Context: an optimization exercise on an open-source flow, tuned for small area, a short achievable clock period and few clock cycles per item. The choices shown serve that exercise and are no tape-out recipe. In this exercise RTL edits were held to simulation tests only and were not proved equivalent to the original.

== lane 1 ==
// csb_crc
module csb_crc (
    input  wire        clk,
    input  wire        rst,         
    input  wire        in_valid,
    output wire        in_ready,
    input  wire        in_init,
    input  wire [2:0]  in_nbytes,   
    input  wire [31:0] in_data,
    output wire        idle,
    output wire [31:0] result
);
Settings: LEC_CHECK=0, CAP_MARGIN=20, CORE_MARGIN=2, CORE_UTILIZATION=40, CTS_BUF_LIST=sky130_fd_sc_hd__clkbuf_4 sky130_fd_sc_hd__clkbuf_8, CTS_CLUSTER_DIAMETER=100, CTS_CLUSTER_SIZE=30, GPL_ROUTABILITY_DRIVEN=0, SETUP_SLACK_MARGIN=3.0, SLEW_MARGIN=20, TNS_END_PERCENT=0; clock period 5.0 ns.
standard.sh (not shown) runs the stock make flow with config.mk's settings and CLKGATE_MAP_FILE= SYNTH_SCRIPT=/design/flow/synth_recipe.tcl, a recipe that flattens the netlist after the stock synthesis.
==> flow/flow/run.sh <==
#!/bin/bash
# Standard layout, with plain buf_1 cells as the port buffers and the
# state flip-flops (which drive the whole next-state network and the
# result ports) upsized after placement.
set -e
export BUFFER_PORTS_ARGS="-buffer_cell sky130_fd_sc_hd__buf_1"
bash standard.sh place > standard_place.log 2>&1
openroad -no_init -exit flow/upsize.tcl > upsize.log 2>&1
bash standard.sh finish > standard.log 2>&1
==> flow/flow/upsize.tcl <==
# Upsize the code register's flip-flops in the placed design, then
# legalize the placement again.
set odb orfs/results/sky130hd/csb_crc/base/3_place.odb
read_db $odb
read_liberty $::env(FLOW_HOME)/platforms/sky130hd/lib/sky130_fd_sc_hd__tt_025C_1v80.lib
set block [ord::get_db_block]
set n 0
foreach inst [$block getInsts] {
  if {[[$inst getMaster] getName] eq "sky130_fd_sc_hd__dfxtp_1" && [string match "code*" [$inst getName]]} {
    replace_cell [$inst getName] sky130_fd_sc_hd__dfxtp_2
    incr n
  }
}
puts "upsized $n flip-flops"
detailed_placement
check_placement
write_db $odb
Lane 1 reached the end of the flow, and the finished layout is clean on the timing, DRC and antenna checks.
Testbench counts of lane 1, summed over its fixed seeds: cycles 24,576, bytes 97,536.
#### Input delta (lane 2 over lane 1)
Settings: SETUP_SLACK_MARGIN now 3.2, was 3.0; GPL_ROUTABILITY_DRIVEN no longer set, was 0.
[summary]
Relative to lane 1, number of nets in the finished design increased by about 13% in lane 2. Lower via count was reported by lane 1, not lane 2. Comparing final-layout worst hold slack for lane 2 and lane 1, the bigger number came from lane 2. Diff lane 1 -> lane 2: non-clock buffer total of the final layout moved up; via-per-instance ratio moved up. The run showing the greater routing usage on met1 is lane 2. Taking lane 1 as the reference point, the worst path setup slack after routing of lane 2 rises by 110 ps.
Here is what was changed in the inputs of lane 3 compared with lane 2.
Settings: TNS_END_PERCENT: 0 -> unset; SETUP_SLACK_MARGIN: 3.2 -> 3.0.
==> flow/flow/run.sh <==
#!/bin/bash
# Standard layout, with plain buf_1 cells as the port buffers.
export BUFFER_PORTS_ARGS="-buffer_cell sky130_fd_sc_hd__buf_1"
bash standard.sh > standard.log 2>&1
removed: flow/flow/upsize.tcl
Findings:
From lane 2 to lane 3 the numbers moved as follows: wire length per cell dropped about 5.6%; buffering overhead fell 2.5 points; routed wire length on met2 -9.2%. Cmp lane 2 and lane 3 / core utilization / lower: lane 3. From lane 2 to lane 3 the numbers moved as follows: area of the multi-input gates fell about 3.7%, worst setup slack fell 65 ps.
Input changes introduced in lane 4 (baseline for comparison: lane 3):
Settings: putting TNS_END_PERCENT at 0 where nothing was set; putting GPL_ROUTABILITY_DRIVEN at 0 where nothing was set.
==> flow/flow/run.sh <==
#!/bin/bash
# Standard layout, with plain buf_1 cells as the port buffers and the
# state flip-flops (which drive the whole next-state network and the
# result ports) upsized after placement.
set -e
export BUFFER_PORTS_ARGS="-buffer_cell sky130_fd_sc_hd__buf_1"
bash standard.sh place > standard_place.log 2>&1
openroad -no_init -exit flow/upsize.tcl > upsize.log 2>&1
bash standard.sh finish > standard.log 2>&1
==> flow/flow/upsize.tcl (new file) <==
# Upsize the code register's flip-flops in the placed design, then
# legalize the placement again.
set odb orfs/results/sky130hd/csb_crc/base/3_place.odb
read_db $odb
read_liberty $::env(FLOW_HOME)/platforms/sky130hd/lib/sky130_fd_sc_hd__tt_025C_1v80.lib
set block [ord::get_db_block]
set n 0
foreach inst [$block getInsts] {
  if {[[$inst getMaster] getName] eq "sky130_fd_sc_hd__dfxtp_1" && [string match "code*" [$inst getName]]} {
    replace_cell [$inst getName] sky130_fd_sc_hd__dfxtp_4
    incr n
  }
}
puts "upsized $n flip-flops"
detailed_placement
check_placement
write_db $odb
From lane 3 to lane 4, total grt overflow did not move at all.
Shortest clock period the worst path allows after layout is higher on lane 3
Between lane 3 and lane 4, the post-CTS setup repair buffer count is higher for lane 3.
In the metrics for lane 3 and lane 4, the one carrying the lower setup slack after placement is lane 3.
Re total routed wirelength: lane 4 is about 6% down on lane 3.
Delta (lane 4 minus lane 3): post-route core utilization went down by 8.3 points.
### lane 4 -> lane 5
Settings: SETUP_SLACK_MARGIN changed from 3.0 to 2.7; GPL_ROUTABILITY_DRIVEN removed (was 0); TNS_END_PERCENT removed (was 0).
==> flow/flow/run.sh <==
#!/bin/bash
# Standard layout, with plain buf_1 cells as the port buffers.
export BUFFER_PORTS_ARGS="-buffer_cell sky130_fd_sc_hd__buf_1"
bash standard.sh > standard.log 2>&1
removed: flow/flow/upsize.tcl
[summary]
Lane 5 vs lane 4 — sum of routed wire length over all layers dropped by a few percent
Lane 5 vs lane 4: maximum operating frequency down by a little under 10%
Lane 5: flow completed, timing, DRC and antenna clean
In the reports for lane 5 and lane 4, the smaller met1 demand-to-capacity share in global routing belongs to lane 5.


csb_crc again, from the RTL that the note above started with.
==> flow/design.v (excerpt) <==
module csb_crc (
    input  wire        clk,
    input  wire        rst,         
    input  wire        in_valid,
    output wire        in_ready,
    input  wire        in_init,
    input  wire [2:0]  in_nbytes,   
    input  wire [31:0] in_data,
    output wire        idle,
    output wire [31:0] result
);
clock: 5.0 ns
lec_check: 0
cap_margin: 20
core_margin: 2
core_utilization: 40
cts_buf_list: sky130_fd_sc_hd__clkbuf_4 sky130_fd_sc_hd__clkbuf_8
cts_cluster_diameter: 100
cts_cluster_size: 30
gpl_routability_driven: 0
place_density: 0.65
setup_slack_margin: 3.0
slew_margin: 20
tns_end_percent: 0
==> flow/flow/run.sh <==
#!/bin/bash
# Standard layout, with plain buf_1 cells as the port buffers and the
# state flip-flops (which drive the whole next-state network and the
# result ports) upsized after placement.
set -e
export BUFFER_PORTS_ARGS="-buffer_cell sky130_fd_sc_hd__buf_1"
bash standard.sh place > standard_place.log 2>&1
openroad -no_init -exit flow/upsize.tcl > upsize.log 2>&1
bash standard.sh finish > standard.log 2>&1
==> flow/flow/upsize.tcl <==
# Upsize the code register's flip-flops in the placed design, then
# legalize the placement again.
set odb orfs/results/sky130hd/csb_crc/base/3_place.odb
read_db $odb
read_liberty $::env(FLOW_HOME)/platforms/sky130hd/lib/sky130_fd_sc_hd__tt_025C_1v80.lib
set block [ord::get_db_block]
set n 0
foreach inst [$block getInsts] {
  if {[[$inst getMaster] getName] eq "sky130_fd_sc_hd__dfxtp_1" && [string match "code*" [$inst getName]]} {
    replace_cell [$inst getName] sky130_fd_sc_hd__dfxtp_2
    incr n
  }
}
puts "upsized $n flip-flops"
detailed_placement
check_placement
write_db $odb
The first run passed the timing, DRC and antenna checks.
Testbench counts at the start, summed over its fixed seeds: cycles 24,576, bytes 97,536.
==> next run, changes <==
--- a/flow/flow/upsize.tcl
+++ b/flow/flow/upsize.tcl
@@ -8,5 +8,5 @@
 foreach inst [$block getInsts] {
   if {[[$inst getMaster] getName] eq "sky130_fd_sc_hd__dfxtp_1" && [string match "code*" [$inst getName]]} {
-    replace_cell [$inst getName] sky130_fd_sc_hd__dfxtp_2
+    replace_cell [$inst getName] sky130_fd_sc_hd__dfxtp_4
     incr n
   }
- GPL_ROUTABILITY_DRIVEN: 0 -> unset
- PLACE_DENSITY: 0.65 -> unset
- SETUP_SLACK_MARGIN: 3.0 -> 3.1
- TNS_END_PERCENT: 0 -> unset
Outcome: Die area stays the same; worst setup slack is better by 0.058 ns; global-route usage went up by 4.6 points; routed wire length rose by 30%; non-clock buffer count climbs by 125; area after synthesis does not change; final cell count went up by 20%; first-iteration DRC count goes down by 4.7%.
==> next run, changes <==
--- a/flow/flow/upsize.tcl
+++ b/flow/flow/upsize.tcl
@@ -8,5 +8,5 @@
 foreach inst [$block getInsts] {
   if {[[$inst getMaster] getName] eq "sky130_fd_sc_hd__dfxtp_1" && [string match "code*" [$inst getName]]} {
-    replace_cell [$inst getName] sky130_fd_sc_hd__dfxtp_4
+    replace_cell [$inst getName] sky130_fd_sc_hd__dfxtp_2
     incr n
   }
- CORE_UTILIZATION: 40 -> 55
- SETUP_SLACK_MARGIN: 3.1 -> 3.0
- TNS_END_PERCENT: unset -> 0
Design area is lower by about a fifth.
Register-to-register slack improved by 0.05 ns.
Via count is lower by a little under a tenth.
Count of clock-buffer cells in the layout stays the same.
Wire length is lower by about a fifth.
Setup slack improved by 0.049 ns.
Worst hold slack improved by 0.0049 ns.
==> next run, changes <==
- CORE_UTILIZATION: 55 -> 40
- GPL_ROUTABILITY_DRIVEN: unset -> 0
- PLACE_DENSITY: unset -> 0.55
After rerunning: Hold slack improves by 0.0098 ns; clock skew rose by 0.0032 ns; die area is higher by 36%; utilization fell by 22 points.


Starting RTL as in the previous note.
export LEC_CHECK = 0
export CAP_MARGIN = 20
export CORE_MARGIN = 2
export CORE_UTILIZATION = 40
export CTS_BUF_LIST = sky130_fd_sc_hd__clkbuf_4 sky130_fd_sc_hd__clkbuf_8
export CTS_CLUSTER_DIAMETER = 100
export CTS_CLUSTER_SIZE = 30
export SETUP_SLACK_MARGIN = 2.85
export SLEW_MARGIN = 20
create_clock -name core_clock -period 5.0 [get_ports {clk}]
==> flow/flow/run.sh <==
#!/bin/bash
# Standard layout, with plain buf_1 cells as the port buffers.
export BUFFER_PORTS_ARGS="-buffer_cell sky130_fd_sc_hd__buf_1"
bash standard.sh > standard.log 2>&1
Testbench counts at the start, summed over its fixed seeds: cycles 24,576, bytes 97,536.
Next try:
==> flow/flow/run.sh (replaced) <==
#!/bin/bash
# Standard layout, with plain buf_1 cells as the port buffers and the
# state flip-flops (which drive the whole next-state network and the
# result ports) upsized after placement.
set -e
export BUFFER_PORTS_ARGS="-buffer_cell sky130_fd_sc_hd__buf_1"
bash standard.sh place > standard_place.log 2>&1
openroad -no_init -exit flow/upsize.tcl > upsize.log 2>&1
bash standard.sh finish > standard.log 2>&1
==> flow/flow/upsize.tcl (new file) <==
# Upsize the code register's flip-flops in the placed design, then
# legalize the placement again.
set odb orfs/results/sky130hd/csb_crc/base/3_place.odb
read_db $odb
read_liberty $::env(FLOW_HOME)/platforms/sky130hd/lib/sky130_fd_sc_hd__tt_025C_1v80.lib
set block [ord::get_db_block]
set n 0
foreach inst [$block getInsts] {
  if {[[$inst getMaster] getName] eq "sky130_fd_sc_hd__dfxtp_1" && [string match "code*" [$inst getName]]} {
    replace_cell [$inst getName] sky130_fd_sc_hd__dfxtp_2
    incr n
  }
}
puts "upsized $n flip-flops"
detailed_placement
check_placement
write_db $odb
--- a/flow/config.mk
+++ b/flow/config.mk
@@ -7,3 +7,3 @@
 export LEC_CHECK = 0
-export CAP_MARGIN = 20
+export CAP_MARGIN = 0
 export CORE_MARGIN = 2
@@ -13,3 +13,4 @@
 export CTS_CLUSTER_SIZE = 30
-export SETUP_SLACK_MARGIN = 2.85
-export SLEW_MARGIN = 20
+export SETUP_SLACK_MARGIN = 3.0
+export SLEW_MARGIN = 0
+export TNS_END_PERCENT = 0
Outcome: Worst hold slack degrades by 9.8 ps; final area came out lower by about 5%; sequential share of layout area rises by 0.84 points; setup slack is better by 42 ps; global-route usage climbs by 0.87 points.
Next try:
==> flow/config.mk (replaced) <==
export PLATFORM = sky130hd
export DESIGN_NAME = csb_crc
export DESIGN_NICKNAME = csb_crc
export VERILOG_FILES = /design/flow/design.v
export SDC_FILE = /design/flow/constraint.sdc
export NUM_CORES = 4
export LEC_CHECK = 0
export CAP_MARGIN = 20
export CORE_MARGIN = 2
export CORE_UTILIZATION = 40
export CTS_BUF_LIST = sky130_fd_sc_hd__clkbuf_16
export CTS_CLUSTER_DIAMETER = 500
export CTS_CLUSTER_SIZE = 100
export SETUP_SLACK_MARGIN = 3.0
export SLEW_MARGIN = 20
export TNS_END_PERCENT = 0
=> Setup slack gains 27 ps; first-iteration DRC count came out higher by 2.9%; via count came out higher by 1.2%; area after synthesis is unchanged.
Next try:
--- a/flow/config.mk
+++ b/flow/config.mk
@@ -10,6 +10,6 @@
 export CORE_UTILIZATION = 40
-export CTS_BUF_LIST = sky130_fd_sc_hd__clkbuf_16
-export CTS_CLUSTER_DIAMETER = 500
-export CTS_CLUSTER_SIZE = 100
-export SETUP_SLACK_MARGIN = 3.0
+export CTS_BUF_LIST = sky130_fd_sc_hd__clkbuf_4 sky130_fd_sc_hd__clkbuf_8
+export CTS_CLUSTER_DIAMETER = 100
+export CTS_CLUSTER_SIZE = 30
+export SETUP_SLACK_MARGIN = 2.9
 export SLEW_MARGIN = 20
What happened:
- routed wire length came out lower by a few percent
- first-iteration DRC count is lower by about a fifth
- via count fell slightly
- non-clock buffer count is unchanged
- cell area stays flat
- utilization stays flat
- count of clock-buffer cells in the layout grows by 1
- setup slack loses 36 ps
- synthesized area stays the same
Next try:
--- a/flow/config.mk
+++ b/flow/config.mk
@@ -13,3 +13,4 @@
 export CTS_CLUSTER_SIZE = 30
-export SETUP_SLACK_MARGIN = 2.9
+export PLACE_DENSITY = 0.75
+export SETUP_SLACK_MARGIN = 3.0
 export SLEW_MARGIN = 20
After rerunning: Die area does not change. Count of clock-buffer cells in the layout increases by 1. Synthesized cell count is unchanged. Cell count went down slightly. Routed wire length is higher by a few percent. Utilization went down by 0.58 points.


## lagoon
Another version of the RTL of csb_crc (not shown whole).
For scale: ~490 cells after synthesis, roughly 73 flip-flops.
clock: 5.0 ns
lec_check: 0
cap_margin: 20
core_margin: 2
core_utilization: 40
setup_slack_margin: 2.0
slew_margin: 20
==> flow/flow/run.sh <==
#!/bin/bash
# Standard layout, with plain buf_1 cells as the port buffers.
export BUFFER_PORTS_ARGS="-buffer_cell sky130_fd_sc_hd__buf_1"
bash standard.sh > standard.log 2>&1
Both conditions hold for lagoon: the flow ran to the end and the final layout passed the timing, DRC and antenna checks.
Testbench counts of lagoon, summed over its fixed seeds: cycles 24,576, bytes 97,536.
Relative to lagoon, the following input files were edited for violet:
- putting CTS_CLUSTER_SIZE at 30 where nothing was set
- putting CTS_CLUSTER_DIAMETER at 100 where nothing was set
- putting CTS_BUF_LIST at sky130_fd_sc_hd__clkbuf_4 sky130_fd_sc_hd__clkbuf_8 where nothing was set
- swapping 2.0 for 2.5 in SETUP_SLACK_MARGIN
Results
The lower post-layout utilization of the core of violet and lagoon is in lagoon. violet against lagoon; non-clock buffer count is up by a little under 10%. Compared with lagoon, violet ends up with a larger final cell area. Mean instance size in the synthesized netlist of lagoon is on par with violet. Setup slack: violet more than lagoon. Summary of violet over lagoon: clock slew seen by the registers of the worst setup and hold paths shows an increase of 0.03 ns; wire length moved up. For violet, the endpoint of the most critical setup path was code[7], unlike lagoon, where it was code[16].
diff inputs: violet => nickel
- a deleted CTS_BUF_LIST that had been sky130_fd_sc_hd__clkbuf_4 sky130_fd_sc_hd__clkbuf_8
- a change of SETUP_SLACK_MARGIN from 2.5 to 2.8
- a deleted CTS_CLUSTER_SIZE that had been 30
- a deleted CTS_CLUSTER_DIAMETER that had been 100
Notes after the runs:
Going from violet to nickel, maximum clock frequency grows by 3.3%. [compare] base=violet new=nickel: number of instances on the worst hold path ~0 delta; headroom to the max-slew limit +16 points; proportion of cell area occupied by registers -3.6 points. Taking violet as the reference, in nickel number of non-clock buffers in the layout now sits higher. Compared with violet, nickel shows share of the cycle needed by the critical path after routing lower by 1.6 points.
Input-level comparison between garnet and nickel:
- SETUP_SLACK_MARGIN changed from 2.8 to 2.5
Diff nickel -> garnet: data required time of the worst path picked up an extra 0.02 ns; weighted congestion reported at the end of routability-driven placement shrank by 2.2%.

-- static timing again, ports no longer ideal --
No port has a modelled driver above. Below, the same layouts with a new extraction and two added sets of constraints. Step 1 (the two cells are an assumption about what drives the block):
set clk [get_ports {clk}]
set_driving_cell -lib_cell sky130_fd_sc_hd__clkbuf_16 $clk
set_driving_cell -lib_cell sky130_fd_sc_hd__buf_2 [delete_from_list [all_inputs] $clk]
Step 2 times the ports against the registers' clock, not the clock port: input delays grow and output delays shrink by t, the midpoint of the rising clock arrivals with the driver on. Three values: no drivers, after step 1, after step 2; two values: the first two.
run | shift t [ns] | setup WS [ns] | worst setup path at the end | pins driven straight from the clock port
lane 1 | 0.350 | 2.875 / 2.875 / 2.659 | input to register | 1
lane 2 | 0.356 | 2.981 / 2.981 / 2.721 | input to register | 1
lane 3 | 0.349 | 2.916 / 2.916 / 2.712 | input to register | 1
lane 4 | 0.347 | 2.939 / 2.939 / 2.655 | input to register | 1
lane 5 | 0.337 | 2.728 / 2.728 / 2.501 | input to register | 1
the first run of note 2 | 0.332 | 2.811 / 2.811 / 2.692 | input to register | 1
the second run of note 2 | 0.367 | 2.869 / 2.869 / 2.747 | input to register | 1
the third run of note 2 | 0.349 | 2.918 / 2.911 / 2.690 | input to register | 1
the fourth run of note 2 | 0.333 | 2.903 / 2.903 / 2.636 | input to register | 1
the first run of note 3 | 0.334 | 2.834 / 2.804 / 2.682 | input to register | 1
the second run of note 3 | 0.343 | 2.876 / 2.876 / 2.620 | input to register | 1
the third run of note 3 | 0.333 | 2.902 / 2.902 / 2.614 | input to register | 1
the fourth run of note 3 | 0.338 | 2.866 / 2.866 / 2.601 | input to register | 1
the fifth run of note 3 | 0.336 | 2.847 / 2.847 / 2.623 | input to register | 1
lagoon | 0.381 | 2.089 / 2.089 / 2.067 | input to register | 1
violet | 0.397 | 2.541 / 2.541 / 2.359 | input to register | 1
nickel | 0.379 | 2.620 / 2.620 / 2.442 | input to register | 1
garnet | 0.381 | 2.539 / 2.539 / 2.373 | input to register | 1
After both steps every run listed still meets setup and hold. The setup slack of the third run of note 3, which loses most, moves by 0.000 ns with the drivers and by -0.288 ns with both steps.
